Source: an optimization exercise on an open RTL-to-GDS flow (aim: small area). Production flows keep margins and buffers that such runs may drop. The RTL was checked by simulation tests, not by an equivalence proof against the original design. The clock port is modelled as an ideal driver, which makes a skipped or thinned clock tree look cheaper than it is; a real chip needs a root buffer or a tree. Power is estimated from default activity; no workload was simulated.

job 431:
// twpc_slave
module twpc_slave (
    input  wire        clk,
    input  wire        rst,           
    input  wire        line_in,       
    input  wire [7:0]  my_type,       
    input  wire [23:0] my_ident,      
    output wire        drv,           
    output reg         light,
    output reg  [1:0]  motor_dir,     
    output reg  [7:0]  motor_speed,
    output reg  [1:0]  state,         
    output reg  [7:0]  own_id
);
==> flow/config.mk <==
export PLATFORM = sky130hd
export DESIGN_NAME = twpc_slave
export DESIGN_NICKNAME = twpc_slave
export VERILOG_FILES = /design/flow/design.v
export SDC_FILE = /design/flow/constraint.sdc
export NUM_CORES = 4
export LEC_CHECK = 0
export ABC_AREA = 1
export CAP_MARGIN = 0
export CORE_MARGIN = 2
export CORE_UTILIZATION = 40
export GPL_TIMING_DRIVEN = 0
export SLEW_MARGIN = 0
==> flow/constraint.sdc <==
create_clock -name core_clock -period 5.0 [get_ports {clk}]
set_input_delay 1.0000 -clock core_clock [delete_from_list [all_inputs] [get_ports {clk}]]
set_output_delay 1.0000 -clock core_clock [all_outputs]
set_load 0.01 [all_outputs]
standard.sh (not shown) runs the stock make flow with config.mk's settings and CLKGATE_MAP_FILE= SYNTH_SCRIPT=/design/flow/synth_recipe.tcl, a recipe that flattens the netlist after the stock synthesis.
==> flow/flow/run.sh <==
#!/bin/bash
set -euo pipefail
export BUFFER_PORTS_ARGS="-buffer_cell sky130_fd_sc_hd__buf_1"
export CTS_ARGS="-sink_clustering_enable -repair_clock_nets -dont_use_dummy_load -buf_list sky130_fd_sc_hd__clkbuf_4"
bash standard.sh synth > synth.log 2>&1
R=orfs/results/$FLOW_PLATFORM/twpc_slave/base
cp $R/1_2_yosys.v std_1_2_yosys.v
bash flow/reopt.sh $PWD/std_1_2_yosys.v $PWD/reopt.v $PWD/reopt > reopt.log 2>&1
cp reopt.v $R/1_2_yosys.v
rm -f $R/1_synth.odb $R/1_synth.sdc
bash standard.sh cts > cts.log 2>&1
CTS_ODB=$PWD/$R/4_cts.odb openroad -no_init -exit flow/clock_tree.tcl > clock_tree.log 2>&1
bash standard.sh > finish.log 2>&1
==> flow/flow/abc_nfm_s2.script <==
strash
dc2
dch -f
map -a
strash
&get -n
&deepsyn -T 120 -S 2
&put
&get -n
&nf -R 1000 -p
&put
mfs2 -a
strash
&get -n
&nf -R 1000 -p
&put
==> flow/flow/abc_nfm_s73.script <==
strash
dc2
dch -f
map -a
strash
&get -n
&deepsyn -T 120 -S 73
&put
&get -n
&nf -R 1000 -p
&put
mfs2 -a
strash
&get -n
&nf -R 1000 -p
&put
==> flow/flow/abc_nfm_s75.script <==
strash
dc2
dch -f
map -a
strash
&get -n
&deepsyn -T 120 -S 75
&put
&get -n
&nf -R 1000 -p
&put
mfs2 -a
strash
&get -n
&nf -R 1000 -p
&put
==> flow/flow/abc_nfm_s77.script <==
strash
dc2
dch -f
map -a
strash
&get -n
&deepsyn -T 120 -S 77
&put
&get -n
&nf -R 1000 -p
&put
mfs2 -a
strash
&get -n
&nf -R 1000 -p
&put
==> flow/flow/abc_nfm_s79.script <==
strash
dc2
dch -f
map -a
strash
&get -n
&deepsyn -T 120 -S 79
&put
&get -n
&nf -R 1000 -p
&put
mfs2 -a
strash
&get -n
&nf -R 1000 -p
&put
==> flow/flow/abc_nfm_s81.script <==
strash
dc2
dch -f
map -a
strash
&get -n
&deepsyn -T 120 -S 81
&put
&get -n
&nf -R 1000 -p
&put
mfs2 -a
strash
&get -n
&nf -R 1000 -p
&put
==> flow/flow/abc_nfm_s83.script <==
strash
dc2
dch -f
map -a
strash
&get -n
&deepsyn -T 120 -S 83
&put
&get -n
&nf -R 1000 -p
&put
mfs2 -a
strash
&get -n
&nf -R 1000 -p
&put
==> flow/flow/abc_nfm_s85.script <==
strash
dc2
dch -f
map -a
strash
&get -n
&deepsyn -T 120 -S 85
&put
&get -n
&nf -R 1000 -p
&put
mfs2 -a
strash
&get -n
&nf -R 1000 -p
&put
==> flow/flow/abc_nfm_s87.script <==
strash
dc2
dch -f
map -a
strash
&get -n
&deepsyn -T 120 -S 87
&put
&get -n
&nf -R 1000 -p
&put
mfs2 -a
strash
&get -n
&nf -R 1000 -p
&put
==> flow/flow/abc_nfm_s89.script <==
strash
dc2
dch -f
map -a
strash
&get -n
&deepsyn -T 120 -S 89
&put
&get -n
&nf -R 1000 -p
&put
mfs2 -a
strash
&get -n
&nf -R 1000 -p
&put
==> flow/flow/abc_nfm_s91.script <==
strash
dc2
dch -f
map -a
strash
&get -n
&deepsyn -T 120 -S 91
&put
&get -n
&nf -R 1000 -p
&put
mfs2 -a
strash
&get -n
&nf -R 1000 -p
&put
Other scripts of this flow, unchanged in this note and not shown: flow/flow/abc_nfm_s29.script, flow/flow/clock_tree.tcl, flow/flow/reopt.sh
The inputs of job 7624 differ from those of job 431 as listed below.
# job 431
export LEC_CHECK = 0
export ABC_AREA = 1
export CAP_MARGIN = 0
export CORE_MARGIN = 2
export CORE_UTILIZATION = 40
export GPL_TIMING_DRIVEN = 0
export SLEW_MARGIN = 0
create_clock -name core_clock -period 5.0 [get_ports {clk}]
# job 7624
export LEC_CHECK = 0
export ABC_AREA = 1
export CAP_MARGIN = 20
export CORE_MARGIN = 2
export CORE_UTILIZATION = 40
export GPL_TIMING_DRIVEN = 0
export SLEW_MARGIN = 20
create_clock -name core_clock -period 5.0 [get_ports {clk}]
## What came out
Job 431: flow completed, timing, DRC and antenna clean. Job 7624 finished every stage and its layout cleared the timing, design-rule and antenna checks. Job 7624 vs job 431: met3 usage up in job 7624. [job 7624 vs job 431] layout cell share with drive strength beyond 1: higher in job 7624. | worst hold slack | job 7624 vs job 431 | worse |. Maximum frequency: job 7624 vs job 431 up about 13%. Maximum number of pins on one net before global-route repair was higher in job 7624 than in job 431. Delta (job 7624 minus job 431): total net switching power decreased about 1.4%; clock period minus final worst setup slack decreased 0.48 ns. When the final numbers for job 7624 and job 431 were put side by side, the share of power burned in registers turned out to be greater in job 7624. The share of final layout cell area taken by non-clock buffers was comparable across job 7624 and job 431. Comparing job 431 against job 7624, there is no change at all in starting utilization of the core area.
Here is what was changed in the inputs of job 742 compared with job 7624.
# job 7624
export LEC_CHECK = 0
export ABC_AREA = 1
export CAP_MARGIN = 20
export CORE_MARGIN = 2
export CORE_UTILIZATION = 40
export GPL_TIMING_DRIVEN = 0
export SLEW_MARGIN = 20
create_clock -name core_clock -period 5.0 [get_ports {clk}]
# job 742
export LEC_CHECK = 0
export ABC_AREA = 1
export CAP_MARGIN = 0
export CORE_MARGIN = 2
export CORE_UTILIZATION = 40
export GPL_TIMING_DRIVEN = 0
export SLEW_MARGIN = 0
create_clock -name core_clock -period 5.0 [get_ports {clk}]
==> flow/flow/abc_nfm_s10.script (new file) <==
strash
dc2
dch -f
map -a
strash
&get -n
&deepsyn -T 120 -S 10
&put
&get -n
&nf -R 1000 -p
&put
mfs2 -a
strash
&get -n
&nf -R 1000 -p
&put
==> flow/flow/abc_nfm_s100.script (new file) <==
strash
dc2
dch -f
map -a
strash
&get -n
&deepsyn -T 120 -S 100
&put
&get -n
&nf -R 1000 -p
&put
mfs2 -a
strash
&get -n
&nf -R 1000 -p
&put
==> flow/flow/abc_nfm_s12.script (new file) <==
strash
dc2
dch -f
map -a
strash
&get -n
&deepsyn -T 120 -S 12
&put
&get -n
&nf -R 1000 -p
&put
mfs2 -a
strash
&get -n
&nf -R 1000 -p
&put
==> flow/flow/abc_nfm_s14.script (new file) <==
strash
dc2
dch -f
map -a
strash
&get -n
&deepsyn -T 120 -S 14
&put
&get -n
&nf -R 1000 -p
&put
mfs2 -a
strash
&get -n
&nf -R 1000 -p
&put
==> flow/flow/abc_nfm_s16.script (new file) <==
strash
dc2
dch -f
map -a
strash
&get -n
&deepsyn -T 120 -S 16
&put
&get -n
&nf -R 1000 -p
&put
mfs2 -a
strash
&get -n
&nf -R 1000 -p
&put
==> flow/flow/abc_nfm_s4.script (new file) <==
strash
dc2
dch -f
map -a
strash
&get -n
&deepsyn -T 120 -S 4
&put
&get -n
&nf -R 1000 -p
&put
mfs2 -a
strash
&get -n
&nf -R 1000 -p
&put
==> flow/flow/abc_nfm_s8.script (new file) <==
strash
dc2
dch -f
map -a
strash
&get -n
&deepsyn -T 120 -S 8
&put
&get -n
&nf -R 1000 -p
&put
mfs2 -a
strash
&get -n
&nf -R 1000 -p
&put
==> flow/flow/abc_nfm_s93.script (new file) <==
strash
dc2
dch -f
map -a
strash
&get -n
&deepsyn -T 120 -S 93
&put
&get -n
&nf -R 1000 -p
&put
mfs2 -a
strash
&get -n
&nf -R 1000 -p
&put
==> flow/flow/abc_nfm_s95.script (new file) <==
strash
dc2
dch -f
map -a
strash
&get -n
&deepsyn -T 120 -S 95
&put
&get -n
&nf -R 1000 -p
&put
mfs2 -a
strash
&get -n
&nf -R 1000 -p
&put
==> flow/flow/abc_nfm_s97.script (new file) <==
strash
dc2
dch -f
map -a
strash
&get -n
&deepsyn -T 120 -S 97
&put
&get -n
&nf -R 1000 -p
&put
mfs2 -a
strash
&get -n
&nf -R 1000 -p
&put
==> flow/flow/abc_nfm_s99.script (new file) <==
strash
dc2
dch -f
map -a
strash
&get -n
&deepsyn -T 120 -S 99
&put
&get -n
&nf -R 1000 -p
&put
mfs2 -a
strash
&get -n
&nf -R 1000 -p
&put
removed: flow/flow/abc_nfm_s2.script
removed: flow/flow/abc_nfm_s73.script
removed: flow/flow/abc_nfm_s75.script
removed: flow/flow/abc_nfm_s77.script
removed: flow/flow/abc_nfm_s79.script
removed: flow/flow/abc_nfm_s81.script
removed: flow/flow/abc_nfm_s83.script
removed: flow/flow/abc_nfm_s85.script
removed: flow/flow/abc_nfm_s87.script
removed: flow/flow/abc_nfm_s89.script
removed: flow/flow/abc_nfm_s91.script
### Flow results
Per the comparison of job 742 with job 7624, reported leakage power dropped about 0.3%; minimum setup slack in the final design dropped 0.48 ns; detailed-routed wire length on met3 dropped about 6%; layout cell share with drive strength beyond 1 dropped 0.71 points.

static timing again, ports no longer ideal:
In the flow no input, the clock included, has a driving cell. The finished layouts below were timed again as built, in two steps.
Step 1 (the two cells are an assumption about what drives the block):
set clk [get_ports {clk}]
set_driving_cell -lib_cell sky130_fd_sc_hd__clkbuf_16 $clk
set_driving_cell -lib_cell sky130_fd_sc_hd__buf_2 [delete_from_list [all_inputs] $clk]
Step 2 also shifts input and output timing later by t, the mid clock arrival at the registers, as if the neighbouring blocks saw the same clock.
Slacks: ideal / step 1 / step 2; pairs: ideal / step 1.
run | t, ns | setup slack, ns | hold WS [ns] | clock arrival spread, ns | slew at the worst register clock pin (ns)
job 431 | 0.195 | 0.860 / 0.886 / 0.691 | 0.355 / 0.355 / 0.355 | 0.027 / 0.026 | 0.10 / 0.10
job 7624 | 0.203 | 1.343 / 1.377 / 1.175 | 0.306 / 0.306 / 0.306 | 0.033 / 0.033 | 0.11 / 0.11
job 742 | 0.195 | 0.860 / 0.886 / 0.691 | 0.355 / 0.355 / 0.355 | 0.027 / 0.026 | 0.10 / 0.10
After both steps setup and hold are still met in every run listed.
